This design comes from an exercise in tuning for small area, a short achievable clock period and few clock cycles on the open sky130 flow, not from production work.
RTL that was checked went through simulation tests only; none was proved equivalent to the original.
For runs 1 to 5, only the layout was checked, not whether the RTL still works.
Power is estimated from default activity; no workload was simulated.

File: flow/flow/run.sh
#!/bin/bash
set -euo pipefail
cd "$(dirname "$0")/.."
export BUFFER_PORTS_ARGS="-buffer_cell sky130_fd_sc_hd__buf_1"
bash standard.sh finish > make_finish.log 2>&1
File: flow/standard.sh
#!/bin/bash
# synth_recipe.tcl (not shown) runs the flow's synth.tcl, then flattens the netlist and writes it again
# the make line also repeats each setting of config.mk as NAME=value (left out here)
make -C /OpenROAD-flow-scripts/flow DESIGN_CONFIG=/design/flow/config.mk WORK_HOME=/design/flow/orfs CLKGATE_MAP_FILE= SYNTH_SCRIPT=/design/flow/synth_recipe.tcl "${@:-finish}"
File: flow/config.mk
export PLATFORM = sky130hd
export DESIGN_NAME = st7032_encoder
export DESIGN_NICKNAME = st7032_encoder
export VERILOG_FILES = /design/flow/design.v
export SDC_FILE = /design/flow/constraint.sdc
export NUM_CORES = 4
export LEC_CHECK = 0
export CAP_MARGIN = 20
export CORE_MARGIN = 2
export CORE_UTILIZATION = 40
export SETUP_SLACK_MARGIN = 1.5
export SLEW_MARGIN = 20
File: flow/constraint.sdc
create_clock -name core_clock -period 4.0 [get_ports {clk}]
set_input_delay 0.8000 -clock core_clock [delete_from_list [all_inputs] [get_ports {clk}]]
set_output_delay 0.8000 -clock core_clock [all_outputs]
set_load 0.01 [all_outputs]
File: flow/design.v
module st7032_encoder (
    input  wire        clk,
    input  wire        rst,         
    input  wire        cmd_valid,
    output reg         cmd_ready,
    input  wire [15:0] cmd_word,
    input  wire [15:0] cmd_len,
    input  wire        pay_valid,
    output wire        pay_ready,
    input  wire [7:0]  pay_data,
    output reg         rsp_valid,
    output reg  [2:0]  rsp_result,
    output wire [7:0]  rsp_data,
    output wire [3:0]  rsp_step,
    output reg         ev_valid,
    input  wire        ev_ready,
    output wire [2:0]  ev_kind,
    output wire [7:0]  ev_data,
    input  wire        ev_ok,
    input  wire [7:0]  ev_rdata
);
    localparam [2:0] EV_CFG   = 3'd0;
    localparam [2:0] EV_BEGIN = 3'd1;
    localparam [2:0] EV_WRITE = 3'd2;
    localparam [2:0] EV_END   = 3'd3;
    localparam [2:0] EV_REQ   = 3'd4;
    localparam [2:0] EV_WAIT  = 3'd5;
    localparam [2:0] R_OK        = 3'd0;
    localparam [2:0] R_IGNORED   = 3'd1;
    localparam [2:0] R_NOT_READY = 3'd2;
    localparam [2:0] R_BUS_ERROR = 3'd3;
    localparam [2:0] R_READ_FAIL = 3'd4;
    localparam [2:0] R_INVALID   = 3'd5;
    localparam [3:0] S_CFG   = {1'b0, EV_CFG};
    localparam [3:0] S_BEGIN = {1'b0, EV_BEGIN};
    localparam [3:0] S_WSEL  = {1'b0, EV_WRITE};
    localparam [3:0] S_WBYTE = {1'b1, EV_WRITE};
    localparam [3:0] S_END   = {1'b0, EV_END};
    localparam [3:0] S_REQ   = {1'b0, EV_REQ};
    localparam [3:0] S_WAIT  = {1'b0, EV_WAIT};
    reg [3:0]  st;          
    reg [3:0]  op;          
    reg        ready;       
    reg        lines2;      
    reg [7:0]  b;           
    reg [15:0] c;           
    reg        pm;          
    reg        dv;          
    reg        sf;          
    wire busy = !cmd_ready;
    wire is_init  = (op == 4'h0);
    wire is_avail = (op == 4'h1);
    wire is_pseq  = (op == 4'h3);
    wire is_data  = (op[3:1] == 3'b001);
    wire in_write = (st[2:0] == EV_WRITE);
    assign ev_kind   = st[2:0];
    assign ev_data   = b;
    assign pay_ready = (pm && in_write && ev_ready) || (pm && !ev_valid);
    assign rsp_data  = b & {8{dv}};
    assign rsp_step  = ~c[3:0] & {4{sf}};
    wire [3:0] w_op = cmd_word[15:12];
    wire [2:0] w_f  = cmd_word[10:8];
    wire [7:0] w_a  = cmd_word[7:0];
    reg w_invalid;
    always @(*) begin
        case (w_op)
            4'h0:       w_invalid = (cmd_word & 16'h0EFF) != 16'd0;
            4'h2:       w_invalid = (cmd_word & 16'h0F00) != 16'd0;
            4'h6:       w_invalid = (cmd_word & 16'h0CFF) != 16'd0;
            4'h7:       w_invalid = (cmd_word & 16'h08FF) != 16'd0;
            4'h8, 4'h9: w_invalid = (cmd_word & 16'h0EFF) != 16'd0;
            4'hA:       w_invalid = (cmd_word & 16'h0F80) != 16'd0;
            4'hB:       w_invalid = (cmd_word & 16'h0E00) != 16'd0;
            4'hF:       w_invalid = 1'b1;
            default:    w_invalid = (cmd_word & 16'h0FFF) != 16'd0;
        endcase
    end
    reg [7:0] w_byte;
    always @(*) begin
        case (w_op)
            4'h0:    w_byte = 8'h0E;
            4'h2:    w_byte = w_a;
            4'h4:    w_byte = 8'h01;
            4'h5:    w_byte = 8'h02;
            4'h6:    w_byte = {6'b000001, w_f[1:0]};
            4'h7:    w_byte = {5'b00001, w_f};
            4'h8:    w_byte = {5'b00011, w_f[0], 2'b00};
            4'h9:    w_byte = {5'b00010, w_f[0], 2'b00};
            4'hA:    w_byte = {1'b1, w_a[6:0]};
            4'hB:    w_byte = {1'b1, w_a[6] ^ w_f[0], w_a[5:0]};
            default: w_byte = 8'h00;
        endcase
    end
    wire w_open   = (w_op[3:1] == 3'b000);    
    wire w_notrdy = !w_open && !ready;
    wire w_ignore = (w_op == 4'hB) && w_f[0] && !lines2;
    wire w_run    = !w_invalid && !w_notrdy && !w_ignore;
    wire w_init   = (w_op == 4'h0) && !w_invalid;
    wire [2:0] w_res = w_invalid ? R_INVALID : w_notrdy ? R_NOT_READY :
                       w_ignore ? R_IGNORED : R_OK;
    wire [3:0] w_st  = (w_op == 4'h0) ? S_CFG : (w_op[3:2] == 2'b11) ? S_REQ : S_BEGIN;
    reg [7:0] init_byte;
    always @(*) begin
        case (~c[3:0])
            4'd1:    init_byte = 8'h38;
            4'd2:    init_byte = 8'h39;
            4'd3:    init_byte = 8'h14;
            4'd4:    init_byte = 8'h79;
            4'd5:    init_byte = 8'h50;
            4'd6:    init_byte = 8'h6C;
            4'd7:    init_byte = 8'h0C;
            4'd8:    init_byte = 8'h01;
            default: init_byte = 8'h06;
        endcase
    end
    reg [7:0] rd_byte;
    always @(*) begin
        case (op[1:0])
            2'b00:   rd_byte = ev_rdata;                   
            2'b01:   rd_byte = {7'b0, ev_rdata[7]};        
            default: rd_byte = {1'b0, ev_rdata[6:0]};      
        endcase
    end
    wire step1 = (c[3:0] == ~4'd1);
    wire step9 = (c[3:0] == ~4'd9);
    wire err   = rsp_result[0];           
    wire acc  = cmd_valid && cmd_ready;
    wire fire = ev_valid && ev_ready;
    wire take = pay_valid && pay_ready;
    wire f_cfg   = fire && st == S_CFG;
    wire f_begin = fire && st == S_BEGIN;
    wire f_write = fire && in_write;
    wire f_end   = fire && st == S_END;
    wire f_req   = fire && st == S_REQ;
    wire f_wait  = fire && st == S_WAIT;
    wire f_wait1 = f_wait && b[1:0] == 2'd1;
    wire f_wait2 = f_wait && b[1:0] == 2'd2;
    wire f_wait3 = f_wait && b[1:0] == 2'd3;
    wire f_cbyte   = f_write && !st[3] && !is_pseq;
    wire pay_wait  = f_write && !take && pm;
    wire init_adv  = (f_wait1 && is_init && !err && !step1 && !step9) || f_wait2;
    wire init_bad  = f_wait1 && is_init && err;
    wire done = f_req || f_wait3 || (f_end && (is_avail || is_data)) ||
                (f_wait1 && (!is_init || err));
    always @(posedge clk) begin
        if (rst) begin
            cmd_ready <= 1'b1;
            rsp_valid <= 1'b0;
        end else if (acc) begin
            cmd_ready <= !w_run;
            rsp_valid <= !w_run;
        end else if (done) begin
            cmd_ready <= 1'b1;
            rsp_valid <= 1'b1;
        end
    end
    always @(posedge clk) begin
        if (rst)
            ev_valid <= 1'b0;
        else if (acc)
            ev_valid <= w_run;
        else if (done || pay_wait)
            ev_valid <= 1'b0;
        else if (take)
            ev_valid <= 1'b1;
    end
    always @(posedge clk) begin
        if (rst)
            ready <= 1'b0;
        else if (acc && w_init)
            ready <= 1'b0;
        else if (f_wait3)
            ready <= 1'b1;
    end
    always @(posedge clk)
        if (acc && w_init)
            lines2 <= w_f[0];
    always @(posedge clk)
        if (acc)
            op <= w_op;
    always @(posedge clk)
        if (acc)
            st <= w_st;
        else if (f_cfg || init_adv)
            st <= S_BEGIN;
        else if (f_begin)
            st <= is_avail ? S_END : S_WSEL;
        else if (f_write)
            st <= (take || pm || f_cbyte) ? S_WBYTE : S_END;
        else if (f_end)
            st <= S_WAIT;
    always @(posedge clk)
        if (acc)
            rsp_result <= w_res;
        else if (f_req)
            rsp_result <= {!ev_ok, 2'b00};
        else if (f_end)
            rsp_result <= {1'b0, {2{!is_avail && !ev_ok}}};
    always @(posedge clk)
        if (acc)
            dv <= 1'b0;
        else if (f_req)
            dv <= ev_ok;
        else if (f_end)
            dv <= is_avail;
    always @(posedge clk)
        if (acc)
            sf <= 1'b0;
        else if (init_bad)
            sf <= 1'b1;
    always @(posedge clk)
        if (rst)
            pm <= 1'b0;
        else if (acc)
            pm <= w_run && (w_op == 4'h3) && (cmd_len != 16'd0);
        else if (take)
            pm <= (c != 16'd1);
    wire        dec = take || init_adv;
    reg  [15:0] cz;                       
    integer     ci;
    always @(*) begin
        cz[0] = 1'b1;
        for (ci = 1; ci < 16; ci = ci + 1)
            cz[ci] = ~|(c & ((16'd1 << ci) - 16'd1));
    end
    always @(posedge clk)
        c <= acc ? {cmd_len[15:8], (w_op == 4'h3) ? cmd_len[7:0] : w_byte} : c ^ (cz & {16{dec}});
    wire ld_sel  = f_begin;
    wire ld_3e   = acc || init_adv;
    wire ld_w    = f_end;                 
    wire ld_w23  = f_wait1 && is_init && (step1 || step9);
    wire b_hold  = !(ld_3e || ld_sel || f_cbyte || take || ld_w || ld_w23 || f_req);
    always @(posedge clk)
        b <= ({8{ld_3e}}             & 8'h3E)                     |
             ({8{ld_sel}}            & {1'b0, is_data, 6'b0})     |
             ({8{f_cbyte && is_init}}  & init_byte)               |
             ({8{f_cbyte && !is_init}} & c[7:0])                  |
             ({8{take}}              & pay_data)                  |
             ({8{ld_w}}              & {7'b0, ev_ok || !is_avail}) |
             ({8{ld_w23}}            & {6'b0, 1'b1, step9})      |
             ({8{f_req}}             & rd_byte)                   |
             ({8{b_hold}}            & b);
endmodule
==> metrics.md, run 1 <==
| Metric | Value |
|---|---|
| Status | finished clean |
| Drt drc | 0 |
| Antenna Nets Post-Route | 0 |
| Clk sinks | 43 |
| Final setup fails | 0 |
| Final wirelength | 9850 um |
| Die height | 93.0 um |
| WS Path Type | in -> out |
| Clock Tree Buf Depth | 2 |
| Worst Path Arrival | around 1700 ps |
| CP Data Required Time | 3200 ps |
| Antenna Cells | 0 |
| Initial core utilization | 41.2% |
| PwrDens | 286 nW/um^2 |
| Post-synthesis cell type count | 64 |
| Placed wire-length estimate | 7510 um |
| Hold WC Path Type | reg -> reg |
| Final Hold Vio Count | 0 |
| Sequential element share of the synthesized area | between 30% and 40% |
| H-tree depth | 2 |
| First-pass GRT wire length | 15300 um |
| TritonCTS clock tree | yes |
| Final-stage net count | 523 |
| # hold bufs at CTS | 0 |
| CP max stage cell | or4bb_4 |
| Cells along the critical path | buf_2 -> or4bb_4 -> a21boi_2 -> buf_2 |
| Ys flop type | dfxtp_1 |
| Die area | 8650 um^2 |
| Largest net degree at the start of global routing | 30 |
| Clk slew on worst S/H paths | around 80 ps |
| Setup Skew | 3.62 ps |
| Worst skew pair latency | 300 ps |
| Routed vias | between 3000 and 4000 |
| Fmax | 400 MHz |
| Tot GR Track Use | approximately 22% |
| Final period demand of the worst path | 2500 ps |
| Post-synthesis cell count | around 380 |
| Drt wl/cell | 17.5 um |
| Gr ovfl total | 0 |
| Crit-path max FO | 5 |
| Fraction of layout cells with a size suffix above 1 | 10.4% |
| Buf+Inv Stages, Crit Path | 2 |
| Num CTS Buffers | 5 |
| Commonest non-fill, non-tap cell in the layout | buf_1 |
| Syn-to-layout area delta | 18.9% |
| Delay-heaviest family, CP | simple AND/OR/NAND/NOR gates |
| Worst ir drop on vdd | 0.137 mV |
| GP Congestion | ~0.92 |
| Port Buffers | 83 |
| Core area | slightly below 8000 um^2 |
| Synth warn | 1 |
| Async S/R FF share, synth | 0% |
| Mapped cell area | 3170 um^2 |
| Vias per cell | ~6.1 |
| Maxcap violations | 0 |
| # IOs | 84 |
| Clk root buf | clkbuf_8 |
| Total power | 1.08 mW |
| Slew margin rel. | between 40% and 50% |
| Worst slew pin tran | 821 ps |
| Final instance area | 3770 um^2 |
| Unrepaired setup endpoints after global routing | yes |
| #FFs+latches synth | 43 |
| Commonest non-fill, non-tap cells in the layout | buf_1, dfxtp_1, nor2_1 |
| DRT Pass-1 Iters | 5 |
| Crit start category | primary input |
| WHS | slightly below 500 ps |
| Fill cell count | ~800 |
| Syn Nets | between 400 and 500 |
| Largest stage delay, worst path | 500 ps |
| Number of synthesized flops with an enable pin | 12 |
| Most used cell, CP | buf_2 |
| Post-route setup TNS | 0 ps |
| Fin crit share | between 60% and 70% |
| Reg-to-reg setup timing slack | 1570 ps |
| Worst Setup End Kind | output port |
| Antenna violations before repair | 0 |
| Die width | 93.0 um |
| Initial DRC Count | 159 |
| Leak | 1.33 nW |
| Site Rows | 32 |
| Final Max Slew Viols | 0 |
| Syn Area/Cell | 8.26 um^2 |
| Area after DPL | approximately 3500 um^2 |
| Core Util, Final | 49.0% |
| Vias in the first global route | 3102 |
-- worst reg2reg max path, cell delays in order, from the launching register on --
cell and delay [ps]:
edfxtp_1 490, or4bb_4 620, a21oi_1 300, a311oi_2 60
buf_4 230, or4_1 500, a31oi_1 170
-- repair_timing --
item,CTS,global route
endpoints found under the setup margin,19,25
buffers inserted,0,7
pin swaps,1,2
gates resized for setup,7,12
-- metrics by stage --
stage	instances	worst slack [ps]
2_1_floorplan	384	1500
5_1_grt	562	1460
6_report	562	1500
4_1_cts	555	1480
3_5_place_dp	547	1090
3_3_place_gp	547	1120
-- power breakdown --
part	total [mW]	switching, mW	internal, mW
clock network	0.339	0.156	0.183
registers	0.527	0.0478	0.479
logic	0.211	0.120	0.0911
-- state kept, by name (all words and copies together), names as in the netlist --
signal      cells
ready           1
ev_valid        1
cmd_ready       1
pm              1
dv              1
c              16
rsp_result      3
rsp_valid       1
op              4
lines2          1
b               8
sf              1
st              4
-- worst paths after layout --
| kind | start | end | cells after the start |
|---|---|---|---|
| max | ev_ready | pay_ready | 4 |
| min reg2reg | b[4] | b[4] | 1 |
| min | b[4] | b[4] | 1 |
| max reg2reg | st[0] | c[15] | 6 |
-- area by class of cell --
cell class / count / area, um^2 / share of cell area, %
Inverter: 7 / 26.3 / 0.697
Tap cell: 102 / 128 / 3.39
Clock inverter: 3 / 38.8 / 1.03
Sequential cell: 43 / 982 / 26.1
Timing Repair Buffer: 93 / 398 / 10.6
Multi-Input combinational cell: 309 / 2130 / 56.5
Clock buffer: 5 / 68.8 / 1.83
-- cells in the mapped netlist (10+ instances only) --
cell type | n | area (um^2)
or3_1 | 11 | 68.8
a31oi_1 | 15 | 93.8
and2_1 | 11 | 68.8
nor2_1 | 30 | 113
clkbuf_1 | 18 | 67.6
or4_1 | 10 | 75.1
nand2_1 | 25 | 93.8
o21ai_0 | 20 | 100
ha_1 | 10 | 125
nor3_1 | 13 | 65.1
dfxtp_1 | 31 | 621
edfxtp_1 | 12 | 360
a21oi_1 | 17 | 85.1
-- cells by family after synthesis --
family          share of synthesized area (%)
simple gates                             30.0
xor+xnor                                0.829
mux                                      2.25
fa+ha+maj                                3.95
compound gates                           27.5
flops                                    30.9
buf+inv                                  4.50
-- layer usage --
| metal | wire length (um) | vias to the layer above | track usage [%] |
|---|---|---|---|
| met1 | 4590 | 1612 | 29.8 |
| met5 | 0 | - | 0 |
| li1 | - | 1643 | - |
| met2 | 4450 | 133 | 37.1 |
| met3 | 606 | 20 | 3.14 |
| met4 | 203 | 0 | 6.74 |
==> inputs of run 2 (changes only) <==
--- a/flow/config.mk
+++ b/flow/config.mk
@@ -8,5 +8,5 @@
 export CAP_MARGIN = 20
 export CORE_MARGIN = 2
 export CORE_UTILIZATION = 40
-export SETUP_SLACK_MARGIN = 1.5
+export SETUP_SLACK_MARGIN = 2.0
 export SLEW_MARGIN = 20
==> run 2 against run 1 <==
Still clean. Critical path depth stayed put. Sequential power hardly changed. First-iteration DRC count shrank 6.3%. Worst hold slack gained 6.1 ps. Core utilization grew 5.2 points. Synthesized cell count unchanged. Flip-flop and latch count stayed put. Synthesized area stayed put. Critical endpoint unchanged. Largest cell class unchanged.
==> metrics.md, run 2 <==
| Metric | Value |
|---|---|
| Vias in the first global route | 3103 (+0.032%) |
| Site Rows | 32 (unchanged) |
| Worst slew pin tran | 748 ps (-73.6 ps) |
| Leading area contributor after synthesis | dfxtp_1 |
| Number of synthesized flops with an enable pin | 12 (unchanged) |
| Sw Ratio | 31.8% (+1.7 points) |
| Clock Tree Buf Depth | 2 (unchanged) |
| Worst Setup End Kind | output port |
| Syn-to-layout area delta | 31.6% |
| RR Endpoint | c[15] |
| CP Data Required Time | 3200 ps (about the same) |
| Worst Hold End | c[14] |
| Commonest non-fill, non-tap cells in the layout | buf_1, nor2_1, dfxtp_1 |
| Largest register FFs | 16 (unchanged) |
| Commonest non-fill, non-tap cell in the layout | buf_1 |
| Initial core utilization | 41.2% (unchanged) |
| Logic pwr share | 22.5% (+2.9 points) |
| Total power | 1.10 mW (+2.5%) |
| Final wirelength | 9970 um (+1.2%) |
| Top cells by area, synth | dfxtp_1, edfxtp_1, ha_1, nor2_1, o21ai_0 |
| Drt drc | 0 (unchanged) |
| Cells along the critical path | buf_8 -> or4bb_4 -> a21boi_2 -> buf_2 |
| Most flops, register | c |
| Clk slew on worst S/H paths | 90 ps (about the same) |
| Async S/R FF share, synth | 0% (unchanged) |
| Final-stage net count | 535 (+2.3%) |
| Unrepaired setup endpoints after global routing | yes |
| H-tree depth | 2 (unchanged) |
| Final setup fails | 0 (unchanged) |
| Slew margin rel. | 49.7% (+4.8 points) |
| #FFs+latches synth | 43 (unchanged) |
| Initial DRC Count | 149 (-6.3%) |
| Largest stage delay, worst path | 460 ps (-40 ps) |
| Fraction of layout cells with a size suffix above 1 | 21.6% (+11 points) |
| Placed wire-length estimate | 7300 um (-2.8%) |
| RR Startpoint | st[1] |
| Mapped cell area | 3170 um^2 (unchanged) |
| Tot GR Track Use | 23.0% (+0.82 points) |
| Reg power frac | 47.6% (-1.3 points) |
| Buf+Inv Stages, Crit Path | 2 (unchanged) |
| Port Buffers | 83 (unchanged) |
| Hold Crit Depth | 2 (+1) |
| Fill cell count | 748 (-5.9%) |
| Core area | 7690 um^2 (unchanged) |
| Final period demand of the worst path | 2390 ps (-102 ps) |
| Syn Area/Cell | 8.26 um^2 (unchanged) |
| Crit start category | primary input |
| Routed vias | 3444 (+1.1%) |
| Gr ovfl total | 0 (unchanged) |
| Largest net degree at the start of global routing | 39 (+30%) |
| DRT Pass-1 Iters | 5 (unchanged) |
| Most common library cells after synthesis | dfxtp_1, nor2_1, nand2_1, o21ai_0, clkbuf_1 |
| Post-synthesis cell count | 384 (unchanged) |
| Setup Skew | 10.3 ps (+6.67 ps) |
| Hold Crit Start | c[14] |
| Sw Pwr | 351 uW (+8.4%) |
| Reg-to-reg setup timing slack | 1700 ps (+130 ps) |
| Fin crit share | 59.9% (-2.6 points) |
| Worst ir drop on vdd | 0.168 mV (+22%) |
| Post-synthesis cell type count | 64 (unchanged) |
| Top-area cell type share of the netlist area | 19.6% (unchanged) |
| WS Path Type | in -> out |
| Status | finished clean |
| Final Max Slew Viols | 0 (unchanged) |
| Die area | 8650 um^2 (unchanged) |
| Num CTS Buffers | 5 (unchanged) |
| PwrDens | 264 nW/um^2 (-7.4%) |
| Hold WC Path Type | reg -> reg |
| TritonCTS clock tree | yes |
| Synth warn | 1 (unchanged) |
| GP Congestion | 0.859 (-6.9%) |
| Worst skew pair latency | 300 ps (about the same) |
| Die width | 93.0 um (unchanged) |
| CP max stage cell | or4bb_4 |
| Maxcap violations | 0 (unchanged) |
| Fmax | 418 MHz (+4.3%) |
| # hold bufs at CTS | 0 (unchanged) |
| Delay-heaviest family, CP | simple AND/OR/NAND/NOR gates |
| Die height | 93.0 um (unchanged) |
| Ys flop type | dfxtp_1 |
| Antenna violations before repair | 0 (unchanged) |
| Syn Nets | 448 (unchanged) |
| Vias per cell | 6.00 (-1.1%) |
| Leak | 1.47 nW (+10%) |
| First-pass GRT wire length | 15900 um (+3.9%) |
| Post-route setup TNS | 0 ps (unchanged) |
| Drt wl/cell | 17.4 um (-0.96%) |
| Final Hold Vio Count | 0 (unchanged) |
| # IOs | 84 (unchanged) |
| Clk root buf | clkbuf_8 |
| Sequential element share of the synthesized area | 30.9% (unchanged) |
| Crit-path max FO | 3 (-2) |
| Reg2Reg Depth | 7 (+1) |
| Antenna Cells | 0 (unchanged) |
| Top Registers | c: 16 flops, b: 8 flops |
| Clk sinks | 43 (unchanged) |
| Antenna Nets Post-Route | 0 (unchanged) |
| Worst Path Arrival | 1590 ps (-110 ps) |
| Count leader, synth | dfxtp_1 |
| Internal | 753 uW (about the same) |
| Clock power frac | 29.9% (-1.6 points) |
## run 2: final cells by class
class,count,area [um^2],share of cell area (%)
multi-input combinational,309,2380,57.0
timing repair buffer,105,537,12.9
tap,102,128,3.06
clock buffer,6,93.8,2.25
clock inverter,2,13.8,0.330
sequential,43,991,23.7
inverter,7,31.3,0.750
## run 2: logic make-up (layout without fill, tap and decap cells)
logic type | after synthesis | after routing | share of synthesized area, %
AOI/OAI and AO/OA | 123 | 123 | 27.5
xor gates and xnor gates | 3 | 3 | 0.829
adders and majority gates | 10 | 10 | 3.95
buffers and inverters | 32 | 120 | 4.50
DFF | 43 | 43 | 30.9
muxes | 7 | 7 | 2.25
and+or+nand+nor | 166 | 166 | 30.0
## run 2: routing by layer
metal  up-vias  GRT usage (%)  share of wire [%]  wire, um
met1      1623           33.1                 46      4630
met4         0           6.74                2.0       196
met2       138           35.9                 45      4460
li1       1668              -                  -         -
met3        15           3.30                6.8       676
met5         -              0                  0         0
## run 2: worst reg2reg max path, stage by stage (launching register included)
cell and delay [ps]:
edfxtp_1 420, buf_6 140, or4bb_4 600, nor2_2 130, a311oi_2 110, buf_6 200, or4_1 480, a31oi_1 160
## run 2: worst max-delay path by stage
| stage | from | end | slack [ps] | cells after the start |
|---|---|---|---|---|
| after floorplan | cmd_word[3] | lines2 | 1510 | 5 |
| after global placement | cmd_word[13] | rsp_result[1] | 1170 | 6 |
| after detailed placement | cmd_word[13] | rsp_result[1] | 1140 | 6 |
| after CTS | ev_ready | pay_ready | 1600 | 4 |
| after global routing | ev_ready | pay_ready | 1570 | 4 |
| final | ev_ready | pay_ready | 1610 | 4 |
## run 2: per-stage QoR
step / util [%] / hold WS (ps) / cell area, um^2 / cells / worst slack, ps
after floorplan: - / 460 / 3310 / 384 / 1510
after global placement: 47.2 / 471 / 3630 / 547 / 1170
after detailed placement: 47.2 / 483 / 3630 / 547 / 1140
after CTS: 52.5 / 496 / 4030 / 571 / 1600
after global routing: 54.3 / 522 / 4170 / 574 / 1570
final: 54.3 / 497 / 4170 / 574 / 1610
## run 2: power by group through the flow
stage / registers [mW] / logic [mW] / clock network (mW)
6_report: 0.526 / 0.248 / 0.330
3_5_place_dp: 0.534 / 0.202 / 0
2_1_floorplan: 0.516 / 0.148 / 0
5_1_grt: 0.531 / 0.273 / 0.347
3_3_place_gp: 0.533 / 0.201 / 0
4_1_cts: 0.524 / 0.235 / 0.333
## run 2: what timing repair did
| action | in CTS | in global routing |
|---|---|---|
| buffers inserted | 16 | 3 |
| pin swaps | 13 | 9 |
| cloned | 0 | 0 |
| endpoints found under the setup margin | 44 | 44 |
| resized for setup | 43 | 29 |
==> inputs of run 3 (changes only) <==
--- a/flow/design.v
+++ b/flow/design.v
@@ -55,26 +55,27 @@
     wire in_write = (st[2:0] == EV_WRITE);
     assign ev_kind   = st[2:0];
     assign ev_data   = b;
-    assign pay_ready = (pm && in_write && ev_ready) || (pm && !ev_valid);
+    reg        pmw, pmv;
+    assign pay_ready = (pmw && ev_ready) || pmv;
     assign rsp_data  = b & {8{dv}};
     assign rsp_step  = ~c[3:0] & {4{sf}};
     wire [3:0] w_op = cmd_word[15:12];
     wire [2:0] w_f  = cmd_word[10:8];
     wire [7:0] w_a  = cmd_word[7:0];
-    reg w_invalid;
-    always @(*) begin
-        case (w_op)
-            4'h0:       w_invalid = (cmd_word & 16'h0EFF) != 16'd0;
-            4'h2:       w_invalid = (cmd_word & 16'h0F00) != 16'd0;
-            4'h6:       w_invalid = (cmd_word & 16'h0CFF) != 16'd0;
-            4'h7:       w_invalid = (cmd_word & 16'h08FF) != 16'd0;
-            4'h8, 4'h9: w_invalid = (cmd_word & 16'h0EFF) != 16'd0;
-            4'hA:       w_invalid = (cmd_word & 16'h0F80) != 16'd0;
-            4'hB:       w_invalid = (cmd_word & 16'h0E00) != 16'd0;
-            4'hF:       w_invalid = 1'b1;
-            default:    w_invalid = (cmd_word & 16'h0FFF) != 16'd0;
-        endcase
-    end
+    wire w_is2  = (w_op == 4'h2);
+    wire w_isA  = (w_op == 4'hA);
+    wire w_isB  = (w_op == 4'hB);
+    wire w_is7  = (w_op == 4'h7);
+    wire w_is6  = (w_op == 4'h6);
+    wire w_use_alo = w_is2 || w_isA || w_isB;                  
+    wire w_use_a7  = w_is2 || w_isB;                           
+    wire w_use_f0  = (w_op == 4'h0) || w_is6 || w_is7 ||
+                     (w_op == 4'h8) || (w_op == 4'h9) || w_isB;
+    wire w_use_f1  = w_is6 || w_is7;
+    wire w_invalid = cmd_word[11] || (w_op == 4'hF) ||
+                     ((|w_a[6:0]) && !w_use_alo) || (w_a[7] && !w_use_a7) ||
+                     (w_f[0] && !w_use_f0) || (w_f[1] && !w_use_f1) ||
+                     (w_f[2] && !w_is7);
     reg [7:0] w_byte;
     always @(*) begin
         case (w_op)
@@ -154,16 +155,10 @@
             rsp_valid <= 1'b1;
         end
     end
-    always @(posedge clk) begin
-        if (rst)
-            ev_valid <= 1'b0;
-        else if (acc)
-            ev_valid <= w_run;
-        else if (done || pay_wait)
-            ev_valid <= 1'b0;
-        else if (take)
-            ev_valid <= 1'b1;
-    end
+    wire v_n = rst ? 1'b0 : acc ? w_run : (done || pay_wait) ? 1'b0 :
+               take ? 1'b1 : ev_valid;
+    always @(posedge clk)
+        ev_valid <= v_n;
     always @(posedge clk) begin
         if (rst)
             ready <= 1'b0;
@@ -208,13 +203,13 @@
             sf <= 1'b0;
         else if (init_bad)
             sf <= 1'b1;
-    always @(posedge clk)
-        if (rst)
-            pm <= 1'b0;
-        else if (acc)
-            pm <= w_run && (w_op == 4'h3) && (cmd_len != 16'd0);
-        else if (take)
-            pm <= (c != 16'd1);
+    wire pm_n = rst ? 1'b0 : acc ? (w_run && (w_op == 4'h3) && (cmd_len != 16'd0)) :
+                take ? (c != 16'd1) : pm;
+    always @(posedge clk) begin
+        pm  <= pm_n;
+        pmw <= pm_n && !acc && (in_write || f_begin);
+        pmv <= pm_n && !v_n;
+    end
     wire        dec = take || init_adv;
     reg  [15:0] cz;                       
     integer     ci;
--- a/flow/config.mk
+++ b/flow/config.mk
@@ -8,5 +8,5 @@
 export CAP_MARGIN = 20
 export CORE_MARGIN = 2
 export CORE_UTILIZATION = 40
-export SETUP_SLACK_MARGIN = 2.0
+export SETUP_SLACK_MARGIN = 1.5
 export SLEW_MARGIN = 20
==> run 3 against run 2 <==
Still clean. Die area rose by 0.90%. Count of clock-buffer cells in the layout did not move. Final cell count fell by 1.6%. Critical path depth rose by 1. Non-clock buffer count fell by 18. Routed wire length fell by 1.3%. Total power fell by 0.40%. Register-to-register slack got worse by 100 ps. Fmax fell by 0.24%. Critical path type is now reg -> reg. Critical endpoint is now st[2]. Largest cell class unchanged.
==> metrics.md, run 3 <==
| Metric | Value |
|---|---|
| Count leader, synth | dfxtp_1 |
| Commonest non-fill, non-tap cell in the layout | buf_1 |
| Antenna violations before repair | 0 (unchanged) |
| Most common library cells after synthesis | dfxtp_1, nor2_1, nand2_1, a21oi_1 |
| Leak | 1.35 nW (-7.7%) |
| Reg-to-reg setup timing slack | 1600 ps (-100 ps) |
| Vias in the first global route | 3098 (-0.16%) |
| Worst slew pin tran | 1050 ps (+299 ps) |
| Final-stage net count | 522 (-2.4%) |
| Buf+Inv Stages, Crit Path | 0 (-2) |
| Antenna Nets Post-Route | 0 (unchanged) |
| Final setup fails | 0 (unchanged) |
| Sequential cell area | 1020 um^2 (+3.3%) |
| Top Registers | c: 16 flops, b: 8 flops |
| Final instance area | 3740 um^2 (-10%) |
| Placed wire-length estimate | 7550 um (+3.4%) |
| TritonCTS clock tree | yes |
| Initial DRC Count | 199 (+34%) |
| Gr ovfl total | 0 (unchanged) |
| RR Startpoint | op[0] |
| Number of synthesized flops with an enable pin | 12 (unchanged) |
| Clock Tree Buf Depth | 2 (unchanged) |
| Hold Crit Depth | 1 (-1) |
| Final wirelength | 9840 um (-1.3%) |
| Internal | 772 uW (+2.5%) |
| Sw Ratio | 29.8% (-2.0 points) |
| CP max stage cell | edfxtp_1 |
| H-tree depth | 2 (unchanged) |
| Synth warn | 1 (unchanged) |
| Sequential element share of the synthesized area | 31.9% (+0.96 points) |
| CP Data Required Time | 3940 ps (+740 ps) |
| Hold WC Path Type | reg -> reg |
| Die width | 93.5 um (+0.45%) |
| WS Path Type | reg -> reg |
| # hold bufs at CTS | 0 (unchanged) |
| Num CTS Buffers | 5 (unchanged) |
| Post-synthesis cell count | 392 (+2.1%) |
| Worst ir drop on vdd | 0.137 mV (-18%) |
| Die height | 93.5 um (+0.45%) |
| Slew margin rel. | 29.8% (-20 points) |
| Mapped cell area | 3200 um^2 (+0.95%) |
| Crit-path max FO | 10 (+7) |
| Vias per cell | 5.95 (-0.83%) |
| Fill cell count | 804 (+7.5%) |
| Area after DPL | 3550 um^2 (-2.0%) |
| Ys flop type | dfxtp_1 |
| # IOs | 84 (unchanged) |
| Delay-heaviest family, CP | compound AO/OA/AOI/OAI gates |
| Worst Hold End | b[3] |
| Logic pwr share | 19.0% (-3.5 points) |
| Setup Skew | 7.24 ps (-3.05 ps) |
| Sw Pwr | 328 uW (-6.7%) |
| Worst Path Arrival | 2340 ps (+750 ps) |
| Drt drc | 0 (unchanged) |
| Crit start category | flip-flop |
| Largest net degree at the start of global routing | 32 (-18%) |
| Core area | 7730 um^2 (+0.52%) |
| PwrDens | 294 nW/um^2 (+11%) |
| Top-area cell type share of the netlist area | 20.6% (+1.1 points) |
| Unrepaired setup endpoints after global routing | yes |
| Worst Setup End Kind | flip-flop |
| Clk slew on worst S/H paths | 80 ps (about the same) |
| Syn Nets | 452 (+0.89%) |
| Clk sinks | 45 (+4.7%) |
| Most flops, register | c |
| First-pass GRT wire length | 15500 um (-2.7%) |
| Drt wl/cell | 17.4 um (+0.26%) |
| Antenna Cells | 0 (unchanged) |
| Largest stage delay, worst path | 540 ps (+80 ps) |
| Fin crit share | 60.0% (+0.15 points) |
| Top cells by area, synth | dfxtp_1, edfxtp_1, nor2_1, nand2_1, a21oi_1 |
| Area of the multi-input gates | 2090 um^2 (-12%) |
| Hold Crit Start | b[3] |
| Clk root buf | clkbuf_8 |
| Syn-to-layout area delta | 17.0% |
| Worst skew pair latency | 300 ps (about the same) |
| Tot GR Track Use | 22.5% (-0.50 points) |
| #FFs+latches synth | 45 (+4.7%) |
| Routed vias | 3362 (-2.4%) |
| Fmax | 417 MHz (-0.24%) |
| Status | finished clean |
| Commonest non-fill, non-tap cells in the layout | buf_1, dfxtp_1, nor2_1 |
| Port Buffers | 83 (unchanged) |
| Initial core utilization | 41.4% (+0.17 points) |
| Post-route setup TNS | 0 ps (unchanged) |
| Fraction of layout cells with a size suffix above 1 | 7.56% (-14 points) |
| RR Endpoint | st[2] |
| Die area | 8730 um^2 (+0.90%) |
| Core Util, Final | 48.4% (-5.8 points) |
| Cells along the critical path | nor4_4 -> a41oi_1 -> o21ai_2 -> nor2_1 -> o21ai_0 |
| Site Rows | 32 (unchanged) |
| Post-synthesis cell type count | 65 (+1.6%) |
| Final Max Slew Viols | 0 (unchanged) |
| Async S/R FF share, synth | 0% (unchanged) |
| Reg2Reg Depth | 5 (-2) |
| DRT Pass-1 Iters | 5 (unchanged) |
| Leading area contributor after synthesis | dfxtp_1 |
| Clock power frac | 31.0% (+1.1 points) |
| Final Hold Vio Count | 0 (unchanged) |
| Largest register FFs | 16 (unchanged) |
| GP Congestion | 0.888 (+3.4%) |
| Syn Area/Cell | 8.16 um^2 (-1.1%) |
| Maxcap violations | 0 (unchanged) |
| Final period demand of the worst path | 2400 ps (+5.83 ps) |
| Reg power frac | 50.0% (+2.4 points) |
## run 3: kinds of logic (layout without fill, tap and decap cells)
group | count (synthesis) | after routing | synth area share [%]
compound gates | 110 | 110 | 24.2
simple gates | 181 | 181 | 32.5
fa+ha+maj | 6 | 6 | 2.35
mux | 11 | 11 | 3.48
buf+inv | 36 | 107 | 4.77
xor+xnor | 3 | 3 | 0.821
flops | 45 | 45 | 31.9
## run 3: what timing repair did
| item | in CTS | in global routing |
|---|---|---|
| gates resized for setup | 6 | 16 |
| setup buffers | 0 | 1 |
| setup endpoints to repair | 18 | 28 |
| hold endpoints to repair | 0 | 0 |
| gates cloned | 0 | 0 |
| pin swaps | 0 | 2 |
## run 3: how the worst max path moves through the flow
stage               slack (ps)    startpoint  cells after the start             to
CTS                       1490  cmd_word[15]                      7            pmv
global route              1470         op[1]                      5          c[14]
floorplan                 1600  cmd_word[15]                      6  rsp_result[1]
global placement          1080  cmd_word[13]                      6  rsp_result[1]
detailed placement        1030  cmd_word[12]                      6            pmv
finish                    1600         op[0]                      5          st[2]
## run 3: layout make-up
| class | count | share of cell area, % |
|---|---|---|
| Inverter | 12 | 1.20 |
| Clock inverter | 2 | 0.902 |
| Tap cell | 102 | 3.41 |
| Multi-Input combinational cell | 311 | 55.9 |
| Sequential cell | 45 | 27.3 |
| Timing Repair Buffer | 87 | 9.26 |
| Clock buffer | 6 | 1.94 |
## run 3: power by group through the flow
stage / sequential [mW] / combinational [mW] / clock (mW)
floorplan: 0.537 / 0.144 / 0
global placement: 0.558 / 0.195 / 0
detailed placement: 0.559 / 0.197 / 0
CTS: 0.548 / 0.200 / 0.348
global route: 0.556 / 0.234 / 0.365
finish: 0.550 / 0.209 / 0.340
## run 3: worst reg2reg max path: cells and delay by family (launching register included)
family | cells | cell delay [ps]
simple gates | 2 | 510
compound gates | 3 | 990
flops | 1 | 540
## run 3: per-layer routing
layer | vias to the layer above | global-route usage [%] | routed length [um]
met3 | 23 | 3.63 | 662
met5 | - | 0 | 0
li1 | 1631 | - | -
met1 | 1572 | 29.4 | 4330
met2 | 136 | 37.9 | 4590
met4 | 0 | 7.23 | 248
## run 3: through the flow
step                hold slack (ps)  power, mW  instances  setup WS, ps
floorplan                       471      0.681        392          1600
global placement                465      0.753        556          1080
detailed placement              475      0.756        556          1030
CTS                             496       1.10        564          1490
global route                    522       1.15        565          1470
finish                          490       1.10        565          1600
==> inputs of run 4 (changes only) <==
==> flow/flow/run.sh (replaced) <==
#!/bin/bash
set -euo pipefail
cd "$(dirname "$0")/.."
export BUFFER_PORTS_ARGS="-buffer_cell sky130_fd_sc_hd__buf_1"
DU="sky130_fd_sc_hd__probe_p_8 sky130_fd_sc_hd__probec_p_8 sky130_fd_sc_hd__lpflow_bleeder_1 sky130_fd_sc_hd__lpflow_clkbufkapwr_1 sky130_fd_sc_hd__lpflow_clkbufkapwr_16 sky130_fd_sc_hd__lpflow_clkbufkapwr_2 sky130_fd_sc_hd__lpflow_clkbufkapwr_4 sky130_fd_sc_hd__lpflow_clkbufkapwr_8 sky130_fd_sc_hd__lpflow_clkinvkapwr_1 sky130_fd_sc_hd__lpflow_clkinvkapwr_16 sky130_fd_sc_hd__lpflow_clkinvkapwr_2 sky130_fd_sc_hd__lpflow_clkinvkapwr_4 sky130_fd_sc_hd__lpflow_clkinvkapwr_8 sky130_fd_sc_hd__lpflow_decapkapwr_12 sky130_fd_sc_hd__lpflow_decapkapwr_3 sky130_fd_sc_hd__lpflow_decapkapwr_4 sky130_fd_sc_hd__lpflow_decapkapwr_6 sky130_fd_sc_hd__lpflow_decapkapwr_8 sky130_fd_sc_hd__lpflow_inputiso0n_1 sky130_fd_sc_hd__lpflow_inputiso0p_1 sky130_fd_sc_hd__lpflow_inputiso1n_1 sky130_fd_sc_hd__lpflow_inputiso1p_1 sky130_fd_sc_hd__lpflow_inputisolatch_1 sky130_fd_sc_hd__lpflow_isobufsrc_1 sky130_fd_sc_hd__lpflow_isobufsrc_16 sky130_fd_sc_hd__lpflow_isobufsrc_2 sky130_fd_sc_hd__lpflow_isobufsrc_4 sky130_fd_sc_hd__lpflow_isobufsrc_8 sky130_fd_sc_hd__lpflow_isobufsrckapwr_16 sky130_fd_sc_hd__lpflow_lsbuf_lh_hl_isowell_tap_1 sky130_fd_sc_hd__lpflow_lsbuf_lh_hl_isowell_tap_2 sky130_fd_sc_hd__lpflow_lsbuf_lh_hl_isowell_tap_4 sky130_fd_sc_hd__lpflow_lsbuf_lh_isowell_4 sky130_fd_sc_hd__lpflow_lsbuf_lh_isowell_tap_1 sky130_fd_sc_hd__lpflow_lsbuf_lh_isowell_tap_2 sky130_fd_sc_hd__lpflow_lsbuf_lh_isowell_tap_4"
for c in or4_1 or4_2 or4_4 or4b_1 or4b_2 or4b_4 or4bb_1 or4bb_2 or4bb_4 nor4_1 nor4_2 nor4_4 nor4b_1 nor4b_2 nor4b_4 nor4bb_1 nor4bb_2 nor4bb_4 or3_1 or3_2 or3_4 or3b_1 or3b_2 or3b_4; do
  DU="$DU sky130_fd_sc_hd__$c"
done
bash standard.sh "DONT_USE_CELLS=$DU" finish > make_finish.log 2>&1
==> run 4 against run 3 <==
Synthesized cell count rose by 4.1%. Final area fell by 2.4%. Sequential power fell by 2%. Die area rose by 0.41%. Clock power barely moved. Via count rose by 0.12%. Sequential share of layout area rose by 0.60 points. Count of clock-buffer cells in the layout did not move. Worst hold slack got worse by 2.5 ps. Synthesized area rose by 0.43%. Critical endpoint is now b[1]. Critical path depth rose by 1.
==> metrics.md, run 4 <==
| Metric | Value |
|---|---|
| Largest family of logic cells by synthesized area | simple AND/OR/NAND/NOR gates |
| Final Hold Vio Count | 0 (unchanged) |
| CP Data Required Time | 4220 ps (+280 ps) |
| Cell Count, Final, Fillers Out | 578 (+2.3%) |
| Fill cell count | 824 (+2.5%) |
| Final Max Slew Viols | 0 (unchanged) |
| CP max stage cell | nand4_1 |
| Antenna Nets Post-Route | 0 (unchanged) |
| Sequential element share of the synthesized area | 31.8% (-0.14 points) |
| Crit-path max FO | 13 (+3) |
| Post-synthesis mux area share | 1.28% (-2.2 points) |
| DRT Pass-1 Iters | 5 (unchanged) |
| Leading area contributor after synthesis | dfxtp_1 |
| First-pass GRT wire length | 14900 um (-3.6%) |
| Worst ir drop on vdd | 0.163 mV (+19%) |
| #FFs+latches synth | 45 (unchanged) |
| Count leader, synth | nor2_1 |
| Clk slew on worst S/H paths | 90 ps (about the same) |
| Unrepaired setup endpoints after global routing | no |
| Die height | 93.6 um (+0.20%) |
| Maxcap violations | 0 (unchanged) |
| Crit start category | primary input |
| Top-area cell type share of the netlist area | 20.6% (-0.088 points) |
| Antenna violations before repair | 0 (unchanged) |
| Site Rows | 32 (unchanged) |
| Largest stage delay, worst path | 380 ps (-160 ps) |
| Clk root buf | clkbuf_8 |
| Initial core utilization | 41.4% (about the same) |
| Synth warn | 1 (unchanged) |
| Top Registers | c: 16 flops, b: 8 flops |
| Most flops, register | c |
| Async S/R FF share, synth | 0% (unchanged) |
| Fraction of layout cells with a size suffix above 1 | 7.14% (-0.42 points) |
| PwrDens | 297 nW/um^2 (+1.1%) |
| Drt wl/cell | 16.1 um (-7.5%) |
| Initial DRC Count | 193 (-3.0%) |
| Worst Path Arrival | 2570 ps (+230 ps) |
| Port Buffers | 83 (unchanged) |
| Clk sinks | 45 (unchanged) |
| Antenna Cells | 0 (unchanged) |
| Die width | 93.6 um (+0.20%) |
| Fraction of the mapped netlist area in adder cells | 2.34% (-0.010 points) |
| # IOs | 84 (unchanged) |
| Cells along the critical path | buf_1 -> a21o_1 -> and2_1 -> a21oi_1 -> nand4_1 -> o2111ai_1 |
| Largest net degree at the start of global routing | 40 (+25%) |
| Syn Area/Cell | 7.88 um^2 (-3.5%) |
| Synth Area in XOR/XNOR | 0.817% (-0.0035 points) |
| Core area | 7770 um^2 (+0.52%) |
| WS Path Type | in -> reg |
| Top cells by area, synth | dfxtp_1, edfxtp_1, nor2_1, nand2_1, a21oi_1 |
| Gr ovfl total | 0 (unchanged) |
| Hold WC Path Type | reg -> reg |
| Vias per cell | 5.82 (-2.1%) |
| Syn-to-layout area delta | 13.7% |
| Slew margin rel. | 58.5% (+29 points) |
| Worst Setup End Kind | flip-flop |
| Vias in the first global route | 3089 (-0.29%) |
| Routed vias | 3366 (+0.12%) |
| TritonCTS clock tree | yes |
| Total power | 1.08 mW (-1.3%) |
| Post-synthesis cell type count | 70 (+7.7%) |
| Synth Area in Simple Gates | 30.4% (-2.1 points) |
| Final setup fails | 0 (unchanged) |
| Mapped cell area | 3210 um^2 (+0.43%) |
| Final wirelength | 9310 um (-5.3%) |
| Setup Skew | 15.9 ps (+8.62 ps) |
| Buf+Inv Stages, Crit Path | 1 (+1) |
| Postcts setup bufs | 0 (unchanged) |
| Final-stage net count | 535 (+2.5%) |
| Ys flop type | dfxtp_1 |
| Final period demand of the worst path | 2350 ps (-46.2 ps) |
| Worst slew pin tran | 622 ps (-425 ps) |
| Clock Tree Buf Depth | 2 (unchanged) |
| Most common library cells after synthesis | nor2_1, nand2_1, dfxtp_1, a21oi_1, inv_1 |
| Fin crit share | 58.9% (-1.2 points) |
| Status | finished clean |
| Number of synthesized flops with an enable pin | 12 (unchanged) |
| Fmax | 425 MHz (+2.0%) |
| Synth Area in Compound Gates | 26.7% (+2.5 points) |
| Placed instance count | 570 (+2.5%) |
| GP Congestion | 0.907 (+2.1%) |
| Worst skew pair latency | 300 ps (about the same) |
| H-tree depth | 2 (unchanged) |
| Post-synthesis cell count | 408 (+4.1%) |
| Placed wire-length estimate | 7140 um (-5.4%) |
| Post-route setup TNS | 0 ps (unchanged) |
| Largest register FFs | 16 (unchanged) |
| Leak | 1.34 nW (-1.0%) |
| Die area | 8770 um^2 (+0.41%) |
| Drt drc | 0 (unchanged) |
| Commonest non-fill, non-tap cells in the layout | buf_1, nor2_1, nand2_1 |
| Commonest non-fill, non-tap cell in the layout | buf_1 |
| Syn Nets | 468 (+3.5%) |
| Tot GR Track Use | 21.3% (-1.2 points) |
| Delay-heaviest family, CP | compound AO/OA/AOI/OAI gates |
| Num CTS Buffers | 5 (unchanged) |
run 4: repair_timing:
item / 4_1_cts / 5_1_grt
endpoints found under the setup margin: 4 / 5
resized for setup: 3 / 3
hold buffers: 0 / 0
pin swaps: 0 / 1
run 4: cells by family (layout without fill, tap and decap cells):
kind of cell | Yosys count | count (layout)
compound gates | 118 | 118
xor+xnor | 3 | 3
fa+ha+maj | 6 | 6
buf+inv | 47 | 115
flops | 45 | 45
mux | 4 | 4
simple gates | 185 | 185
run 4: cell type report:
class                           count  area (um^2)  share of cell area [%]
Multi-Input combinational cell    316         1980                    54.2
Sequential cell                    45         1020                    27.9
Timing Repair Buffer               86          339                    9.28
Tap cell                          102          128                    3.49
Inverter                           21         78.8                    2.16
Clock buffer                        6         72.6                    1.99
Clock inverter                      2         35.0                   0.959
run 4: worst paths after layout:
check | from | to | slack, ps | cells after the start
worst max register to register | c[0] | c[6] | 1660 | 7
worst min register to register | b[7] | b[7] | 490 | 2
worst max-delay path | ev_ready | b[1] | 1650 | 6
worst min-delay path | b[7] | b[7] | 490 | 2
run 4: worst register-to-register path, delay by kind of cell (launching register included):
| kind | cells | cell delay, ps |
|---|---|---|
| compound gates | 2 | 780 |
| fa+ha+maj | 1 | 300 |
| buf+inv | 1 | 140 |
| flops | 1 | 460 |
| simple gates | 3 | 550 |
run 4: report_power, final:
| group | internal, mW | switching (mW) |
|---|---|---|
| clock network | 0.186 | 0.157 |
| logic | 0.0823 | 0.121 |
| registers | 0.498 | 0.0413 |
run 4: per-layer routing:
| layer | share of wire, % | track usage (%) | vias up |
|---|---|---|---|
| met5 | 0 | 0 | - |
| met4 | 1.2 | 6.16 | 0 |
| met3 | 6.9 | 3.87 | 10 |
| met2 | 46 | 34.0 | 131 |
| met1 | 46 | 29.5 | 1586 |
| li1 | - | - | 1639 |
run 4: through the flow:
step,setup WS [ps],hold slack [ps],cell area (um^2),util (%)
floorplan,1700,469,3210,-
global placement,1180,471,3540,45.6
detailed placement,1080,474,3540,45.6
CTS,1580,486,3650,47.0
global route,1520,541,3650,47.1
finish,1650,488,3650,47.1
==> inputs of run 5 (changes only) <==
--- a/flow/config.mk
+++ b/flow/config.mk
@@ -8,5 +8,5 @@
 export CAP_MARGIN = 20
 export CORE_MARGIN = 2
 export CORE_UTILIZATION = 40
-export SETUP_SLACK_MARGIN = 1.5
+export SETUP_SLACK_MARGIN = 2.0
 export SLEW_MARGIN = 20
==> run 5 against run 4 <==
Global-route usage is 1.7 points higher. Clock skew down 4.8 ps. Combinational power is 28% higher. Critical endpoint is now pay_ready.
==> metrics.md, run 5 <==
| Metric | Value |
|---|---|
| Status | finished clean |
| Setup Skew | 11.1 ps (-4.77 ps) |
| Top-area cell type share of the netlist area | 20.6% (unchanged) |
| Reg2Reg Depth | 7 (unchanged) |
| Hold Crit Depth | 2 (unchanged) |
| Count leader, synth | nor2_1 |
| Fmax | 488 MHz (+15%) |
| Core Util, Final | 54.3% (+7.2 points) |
| Commonest non-fill, non-tap cells in the layout | buf_1, nor2_1, nand2_1 |
| Site Rows | 32 (unchanged) |
| Crit start category | primary input |
| Initial core utilization | 41.4% (unchanged) |
| Clk root buf | clkbuf_8 |
| Clk sinks | 45 (unchanged) |
| Fraction of layout cells with a size suffix above 1 | 20.5% (+13 points) |
| Cell Count, Final, Fillers Out | 610 (+5.5%) |
| Commonest non-fill, non-tap cell in the layout | buf_1 |
| Most flops, register | c |
| WHS | 494 ps (+6.53 ps) |
| Ys flop type | dfxtp_1 |
| Final setup fails | 0 (unchanged) |
| Antenna Nets Post-Route | 0 (unchanged) |
| Vias per cell | 5.72 (-1.8%) |
| Area of the multi-input gates | 2230 um^2 (+12%) |
| Placed wire-length estimate | 7310 um (+2.4%) |
| H-tree depth | 2 (unchanged) |
| Sequential cell area | 1030 um^2 (+0.98%) |
| Syn Area/Cell | 7.88 um^2 (unchanged) |
| Post-synthesis cell count | 408 (unchanged) |
| Clock Tree Buf Depth | 2 (unchanged) |
| Hold WC Path Type | reg -> reg |
| Slew margin rel. | 59.9% (+1.4 points) |
| Worst ir drop on vdd | 0.163 mV (-0.18%) |
| Post-synthesis cell type count | 70 (unchanged) |
| Worst Setup End Kind | output port |
| Final wirelength | 10300 um (+10%) |
| Die height | 93.6 um (unchanged) |
| Worst Path Arrival | 1250 ps (-1320 ps) |
| PwrDens | 272 nW/um^2 (-8.3%) |
| Top cells by area, synth | dfxtp_1, edfxtp_1, nor2_1, nand2_1, a21oi_1 |
| Placed instance count | 571 (+0.18%) |
| GP Congestion | 0.895 (-1.3%) |
| TritonCTS clock tree | yes |
| Largest register FFs | 16 (unchanged) |
| Port Buffers | 83 (unchanged) |
| CP Data Required Time | 3200 ps (-1020 ps) |
| Final-stage net count | 567 (+6.0%) |
| WS Path Type | in -> out |
| Cells along the critical path | buf_8 -> a21o_1 -> buf_2 |
| Tot GR Track Use | 23.0% (+1.7 points) |
| Pre-CTS setup slack | 1170 ps (+89.2 ps) |
| Number of synthesized flops with an enable pin | 12 (unchanged) |
| Die area | 8770 um^2 (unchanged) |
| Antenna violations before repair | 0 (unchanged) |
| Leak | 1.58 nW (+18%) |
| Gr ovfl total | 0 (unchanged) |
| Syn-to-layout area delta | 31.1% |
| Post-route setup TNS | 0 ps (unchanged) |
| Worst skew pair latency | 310 ps (about the same) |
| Leading area contributor after synthesis | dfxtp_1 |
| Drt drc | 0 (unchanged) |
| Fill cell count | 748 (-9.2%) |
| First-pass GRT wire length | 15900 um (+6.6%) |
| Drt wl/cell | 16.8 um (+4.4%) |
| Largest stage delay, worst path | 190 ps (-190 ps) |
| Async S/R FF share, synth | 0% (unchanged) |
| Antenna Cells | 0 (unchanged) |
| Sequential element share of the synthesized area | 31.8% (unchanged) |
| DRT Pass-1 Iters | 5 (unchanged) |
| Worst slew pin tran | 597 ps (-25.4 ps) |
| CP max stage cell | a21o_1 |
| Synth warn | 1 (unchanged) |
| Mapped cell area | 3210 um^2 (unchanged) |
| #FFs+latches synth | 45 (unchanged) |
| Maxcap violations | 0 (unchanged) |
| Final Hold Vio Count | 0 (unchanged) |
| Most common library cells after synthesis | nor2_1, nand2_1, dfxtp_1, a21oi_1, inv_1 |
| Num CTS Buffers | 5 (unchanged) |
| Initial DRC Count | 215 (+11%) |
| Die width | 93.6 um (unchanged) |
| Crit-path max FO | 6 (-7) |
| Hold Crit Start | b[7] |
| Syn Nets | 468 (unchanged) |
| Final period demand of the worst path | 2050 ps (-304 ps) |
| RR Startpoint | op[3] |
| # IOs | 84 (unchanged) |
| Largest net degree at the start of global routing | 40 (unchanged) |
| Top Registers | c: 16 flops, b: 8 flops |
| Vias in the first global route | 3163 (+2.4%) |
| # hold bufs at CTS | 0 (unchanged) |
| Clk slew on worst S/H paths | 80 ps (about the same) |
| Routed vias | 3490 (+3.7%) |
| Final Max Slew Viols | 0 (unchanged) |
| Worst Setup Slack, final | 1950 ps (+304 ps) |
| Core area | 7770 um^2 (unchanged) |
| Fin crit share | 51.3% (-7.6 points) |
| Critical path origin | ev_ready |
| Unrepaired setup endpoints after global routing | yes |
## run 5: cell type report
class	instances	area share, %
Multi-Input combinational cell	318	52.8
Sequential cell	45	24.5
Timing Repair Buffer	116	15.3
Tap cell	102	3.03
Inverter	21	1.87
Clock buffer	6	1.72
Clock inverter	2	0.831
## run 5: cell families (layout without fill, tap and decap cells)
logic type                 after synthesis  in the layout  share of synthesized area, %
AOI/OAI and AO/OA                      118            119                          26.7
xor gates and xnor gates                 3              3                         0.818
muxes                                    4              4                          1.28
DFF                                     45             45                          31.8
and+or+nand+nor                        185            186                          30.4
adders and majority gates                6              6                          2.34
buffers and inverters                   47            145                          6.70
## run 5: path summary, 6_finish.rpt
check,endpoint,slack [ps]
max reg2reg,c[15],2060
min,b[7],490
max,pay_ready,1950
min reg2reg,b[7],490
## run 5: metal layers
| metal | up-vias | routed length (um) | part of all wire [%] | track usage (%) |
|---|---|---|---|---|
| li1 | 1727 | - | - | - |
| met5 | - | 0 | 0 | 0 |
| met3 | 14 | 533 | 5.2 | 3.63 |
| met4 | 0 | 208 | 2.0 | 7.97 |
| met1 | 1636 | 4650 | 45 | 31.3 |
| met2 | 113 | 4870 | 47 | 37.1 |
## run 5: through the flow
step	instance area, um^2	total power [mW]
2_1_floorplan	3270	0.684
3_3_place_gp	3580	0.752
3_5_place_dp	3580	0.755
4_1_cts	3980	1.13
5_1_grt	4220	1.20
6_report	4220	1.15
## run 5: where the power goes
part / internal (mW) / switching (mW) / total (mW)
clock: 0.186 / 0.163 / 0.349
sequential: 0.498 / 0.0399 / 0.538
combinational: 0.116 / 0.143 / 0.260
## run 5: repair_timing
| item | 4_1_cts | 5_1_grt |
|---|---|---|
| resized for setup | 34 | 41 |
| pin swaps | 12 | 14 |
| setup endpoints to repair | 44 | 38 |
| gates cloned | 1 | 2 |
| setup buffers | 20 | 8 |
## run 5: critical path: cells and delay by family
family / cells / cell delay (ps)
buf+inv: 2 / 250
compound gates: 1 / 190
==> inputs of run 6 (changes only) <==
--- a/flow/design.v
+++ b/flow/design.v
@@ -76,22 +76,6 @@
                      ((|w_a[6:0]) && !w_use_alo) || (w_a[7] && !w_use_a7) ||
                      (w_f[0] && !w_use_f0) || (w_f[1] && !w_use_f1) ||
                      (w_f[2] && !w_is7);
-    reg [7:0] w_byte;
-    always @(*) begin
-        case (w_op)
-            4'h0:    w_byte = 8'h0E;
-            4'h2:    w_byte = w_a;
-            4'h4:    w_byte = 8'h01;
-            4'h5:    w_byte = 8'h02;
-            4'h6:    w_byte = {6'b000001, w_f[1:0]};
-            4'h7:    w_byte = {5'b00001, w_f};
-            4'h8:    w_byte = {5'b00011, w_f[0], 2'b00};
-            4'h9:    w_byte = {5'b00010, w_f[0], 2'b00};
-            4'hA:    w_byte = {1'b1, w_a[6:0]};
-            4'hB:    w_byte = {1'b1, w_a[6] ^ w_f[0], w_a[5:0]};
-            default: w_byte = 8'h00;
-        endcase
-    end
     wire w_open   = (w_op[3:1] == 3'b000);    
     wire w_notrdy = !w_open && !ready;
     wire w_ignore = (w_op == 4'hB) && w_f[0] && !lines2;
@@ -100,18 +84,33 @@
     wire [2:0] w_res = w_invalid ? R_INVALID : w_notrdy ? R_NOT_READY :
                        w_ignore ? R_IGNORED : R_OK;
     wire [3:0] w_st  = (w_op == 4'h0) ? S_CFG : (w_op[3:2] == 2'b11) ? S_REQ : S_BEGIN;
-    reg [7:0] init_byte;
+    wire [2:0] c_f = c[10:8];
+    wire [7:0] c_a = c[7:0];
+    reg  [7:0] cbyte;
     always @(*) begin
-        case (~c[3:0])
-            4'd1:    init_byte = 8'h38;
-            4'd2:    init_byte = 8'h39;
-            4'd3:    init_byte = 8'h14;
-            4'd4:    init_byte = 8'h79;
-            4'd5:    init_byte = 8'h50;
-            4'd6:    init_byte = 8'h6C;
-            4'd7:    init_byte = 8'h0C;
-            4'd8:    init_byte = 8'h01;
-            default: init_byte = 8'h06;
+        case (op)
+            4'h0: begin
+                case (~c[3:0])
+                    4'd1:    cbyte = 8'h38;
+                    4'd2:    cbyte = 8'h39;
+                    4'd3:    cbyte = 8'h14;
+                    4'd4:    cbyte = 8'h79;
+                    4'd5:    cbyte = 8'h50;
+                    4'd6:    cbyte = 8'h6C;
+                    4'd7:    cbyte = 8'h0C;
+                    4'd8:    cbyte = 8'h01;
+                    default: cbyte = 8'h06;
+                endcase
+            end
+            4'h2:    cbyte = c_a;
+            4'h4:    cbyte = 8'h01;
+            4'h5:    cbyte = 8'h02;
+            4'h6:    cbyte = {6'b000001, c_f[1:0]};
+            4'h7:    cbyte = {5'b00001, c_f};
+            4'h8:    cbyte = {5'b00011, c_f[0], 2'b00};
+            4'h9:    cbyte = {5'b00010, c_f[0], 2'b00};
+            4'hA:    cbyte = {1'b1, c_a[6:0]};
+            default: cbyte = {1'b1, c_a[6] ^ c_f[0], c_a[5:0]};
         endcase
     end
     reg [7:0] rd_byte;
@@ -211,15 +210,18 @@
         pmv <= pm_n && !v_n;
     end
     wire        dec = take || init_adv;
-    reg  [15:0] cz;                       
-    integer     ci;
-    always @(*) begin
-        cz[0] = 1'b1;
-        for (ci = 1; ci < 16; ci = ci + 1)
-            cz[ci] = ~|(c & ((16'd1 << ci) - 16'd1));
-    end
-    always @(posedge clk)
-        c <= acc ? {cmd_len[15:8], (w_op == 4'h3) ? cmd_len[7:0] : w_byte} : c ^ (cz & {16{dec}});
+    wire [15:0] cz;                       
+    assign cz[0] = 1'b1;
+    genvar gi;
+    generate
+        for (gi = 1; gi < 16; gi = gi + 1) begin : g_cz
+            assign cz[gi] = cz[gi - 1] && !c[gi - 1];
+        end
+    endgenerate
+    always @(posedge clk)
+        c <= acc ? ((w_op == 4'h3) ? cmd_len :
+                    {cmd_len[15:11], cmd_word[10:4], cmd_word[3:1] | {3{w_op == 4'h0}}, cmd_word[0]}) :
+                   c ^ (cz & {16{dec}});
     wire ld_sel  = f_begin;
     wire ld_3e   = acc || init_adv;
     wire ld_w    = f_end;                 
@@ -228,8 +230,7 @@
     always @(posedge clk)
         b <= ({8{ld_3e}}             & 8'h3E)                     |
              ({8{ld_sel}}            & {1'b0, is_data, 6'b0})     |
-             ({8{f_cbyte && is_init}}  & init_byte)               |
-             ({8{f_cbyte && !is_init}} & c[7:0])                  |
+             ({8{f_cbyte}}           & cbyte)                     |
              ({8{take}}              & pay_data)                  |
              ({8{ld_w}}              & {7'b0, ev_ok || !is_avail}) |
              ({8{ld_w23}}            & {6'b0, 1'b1, step9})      |
--- a/flow/config.mk
+++ b/flow/config.mk
@@ -8,5 +8,5 @@
 export CAP_MARGIN = 20
 export CORE_MARGIN = 2
 export CORE_UTILIZATION = 40
-export SETUP_SLACK_MARGIN = 2.0
+export SETUP_SLACK_MARGIN = 2.1
 export SLEW_MARGIN = 20
==> run 6 against run 5 <==
Largest power group unchanged. Global-route usage increased by 0.36 points. Critical path depth increased by 5. Largest cell class unchanged. Still clean on timing, DRC and antenna. Core utilization up 2.0 points. Register-to-register slack worse by 160 ps. Via count is 0.63% lower. Final area is 3.2% higher. Routed wire length increased by 1.6%.
==> metrics.md, run 6 <==
| Metric | Value |
|---|---|
| Port Buffers | 83 (unchanged) |
| Worst ir drop on vdd | 0.145 mV (-11%) |
| Unrepaired setup endpoints after global routing | yes |
| Fin crit share | 52.4% (+1.1 points) |
| Post-synthesis cell type count | 70 (unchanged) |
| Fmax | 477 MHz (-2.1%) |
| Gr ovfl total | 0 (unchanged) |
| Core area | 7730 um^2 (-0.52%) |
| Final Max Slew Viols | 0 (unchanged) |
| Top Registers | c: 16 flops, b: 8 flops |
| GP Congestion | 0.901 (+0.68%) |
| Async S/R FF share, synth | 0% (unchanged) |
| Syn Nets | 451 (-3.6%) |
| Crit start category | flip-flop |
| Maxcap violations | 0 (unchanged) |
| Status | finished clean |
| Tot GR Track Use | 23.4% (+0.36 points) |
| H-tree depth | 2 (unchanged) |
| Site Rows | 32 (unchanged) |
| First-pass GRT wire length | 16100 um (+1.4%) |
| Antenna Nets Post-Route | 0 (unchanged) |
| #FFs+latches synth | 45 (unchanged) |
| Commonest non-fill, non-tap cell in the layout | buf_1 |
| Fill cell count | 755 (+0.94%) |
| Synth Area in Compound Gates | 23.1% (-3.6 points) |
| Post-synthesis mux area share | 4.10% (+2.8 points) |
| Syn-to-layout area delta | 37.0% |
| Crit-path max FO | 5 (-1) |
| Worst Path Arrival | 2160 ps (+910 ps) |
| Final-stage net count | 568 (+0.18%) |
| # IOs | 84 (unchanged) |
| Top cells by area, synth | dfxtp_1, edfxtp_1, nand2_1, nor2_1, o21ai_0 |
| Vias per cell | 5.69 (-0.63%) |
| Vias in the first global route | 3161 (-0.063%) |
| Fraction of the mapped netlist area in adder cells | 2.76% (+0.42 points) |
| Ys flop type | dfxtp_1 |
| Reg-to-reg setup timing slack | 1900 ps (-160 ps) |
| Sequential element share of the synthesized area | 32.2% (+0.39 points) |
| Final period demand of the worst path | 2100 ps (+44.8 ps) |
| Number of synthesized flops with an enable pin | 12 (unchanged) |
| PwrDens | 267 nW/um^2 (-2.1%) |
| Count leader, synth | nand2_1 |
| Antenna Cells | 0 (unchanged) |
| WS Path Type | reg -> reg |
| Die height | 93.1 um (-0.58%) |
| Most flops, register | c |
| Initial core utilization | 41.1% (-0.29 points) |
| Worst skew pair latency | 310 ps (about the same) |
| Fraction of layout cells with a size suffix above 1 | 28.1% (+7.7 points) |
| CP Data Required Time | 4070 ps (+870 ps) |
| Synth warn | 1 (unchanged) |
| Leak | 1.64 nW (+3.9%) |
| CP max stage cell | a41oi_1 |
| Antenna violations before repair | 0 (unchanged) |
| Num CTS Buffers | 5 (unchanged) |
| Core Util, Final | 56.3% (+2.0 points) |
| Cells along the critical path | inv_2 -> ha_4 -> a21boi_2 -> a41oi_1 -> nor2_1 -> nor2_4 -> o211ai_1 -> or2_4 |
| Slew margin rel. | 61.2% (+1.3 points) |
| Hold WC Path Type | reg -> reg |
| Leading area contributor after synthesis | dfxtp_1 |
| Placed wire-length estimate | 6890 um (-5.8%) |
| Die width | 93.1 um (-0.58%) |
| TritonCTS clock tree | yes |
| Initial DRC Count | 311 (+45%) |
| Post-synthesis cell count | 390 (-4.4%) |
| Largest family of logic cells by synthesized area | simple AND/OR/NAND/NOR gates |
| Final wirelength | 10400 um (+1.6%) |
| Synth Area in XOR/XNOR | 3.31% (+2.5 points) |
| Post-route setup TNS | 0 ps (unchanged) |
| Largest register FFs | 16 (unchanged) |
| Largest stage delay, worst path | 440 ps (+250 ps) |
run 6: cell types whose count changed after synthesis, sizes merged, moves of 6 or more:
cell,before,now
inv,21,8
a21oi,25,19
nand2,36,43
xnor2,2,11
o21ai,20,27
mux2,1,8
a31oi,13,6
o2111ai,8,0
a221o,0,7
nand4,12,6
run 6: cells by family after synthesis:
kind of cell	after synthesis
AND/OR/NAND/NOR	180
adder cells (fa/ha/maj)	7
multiplexers	12
flip-flops	45
XOR/XNOR	12
buffers and inverters	30
AO/OA/AOI/OAI	104
run 6: critical path, delay by kind of cell (launching register included):
kind                     cells  cell delay, ps
AO/OA/AOI/OAI                3             630
adder cells (fa/ha/maj)      1             150
AND/OR/NAND/NOR              3             610
buffers and inverters        1             110
flip-flops                   1             350
run 6: cell type report:
class | count | area (um^2) | area share (%)
Clock buffer | 5 | 68.8 | 1.58
Clock inverter | 3 | 47.5 | 1.09
Inverter | 8 | 35.0 | 0.805
Multi-Input combinational cell | 316 | 2260 | 52.0
Sequential cell | 45 | 1040 | 24.0
Tap cell | 102 | 128 | 2.93
Timing Repair Buffer | 131 | 769 | 17.7
run 6: per-layer routing:
layer	GRT usage [%]	routed length (um)
met5	0	0
met4	4.90	123
met3	4.27	749
met2	37.8	4880
met1	32.6	4670
run 6: final timing paths:
check | from | to | cells after the start
worst max register to register | c[0] | st[3] | 8
worst min-delay path | rsp_valid | rsp_valid | 2
worst max-delay path | c[0] | st[3] | 8
worst min register to register | rsp_valid | rsp_valid | 2
run 6: stage by stage:
stage	area, um^2	setup slack [ps]	hold WS [ps]	cells	power, mW
floorplan	3210	1810	471	390	0.672
global placement	3540	1370	475	555	0.737
detailed placement	3540	1300	484	555	0.741
CTS	4050	1910	502	593	1.13
global route	4350	1790	522	610	1.22
finish	4350	1900	502	610	1.16
run 6: what timing repair did:
item / CTS / global route
buffers inserted: 29 / 17
resized for setup: 47 / 56
pin swaps: 20 / 19
cloned: 1 / 0
endpoints found under the setup margin: 54 / 49
run 6: report_power, final:
part / switching [mW] / total (mW) / internal, mW / leakage (nW)
logic: 0.131 / 0.246 / 0.116 / 1.19
registers: 0.0440 / 0.541 / 0.497 / 0.393
clock network: 0.181 / 0.373 / 0.191 / 0.0591
Testbench counts of run 6, summed over its fixed seeds: cycles 6,320.

[static timing again, ports no longer ideal]
In the flow no input, the clock included, has a driving cell. The finished layouts below were timed again as built, in two steps.
Step 1, drivers: a clkbuf_16 drives clk and a buf_2 each remaining input, both assumed.
Step 2, shift: input delay + t, output delay - t, t = (earliest + latest rising clock arrival at the registers) / 2. This alone moves slack from input paths to output paths.
Slacks: no drivers / after step 1 / after step 2; pairs: no drivers / after step 1.
| run | t, ns | setup slack, ns |
|---|---|---|
| run 1 | 0.328 | 1.503 / 1.483 / 1.224 |
| run 2 | 0.333 | 1.605 / 1.555 / 1.286 |
| run 3 | 0.327 | 1.599 / 1.599 / 1.315 |
| run 4 | 0.323 | 1.646 / 1.650 / 1.327 |
| run 5 | 0.330 | 1.950 / 1.909 / 1.677 |
| run 6 | 0.336 | 1.905 / 1.894 / 1.559 |
After both steps setup and hold are still met in every run listed.
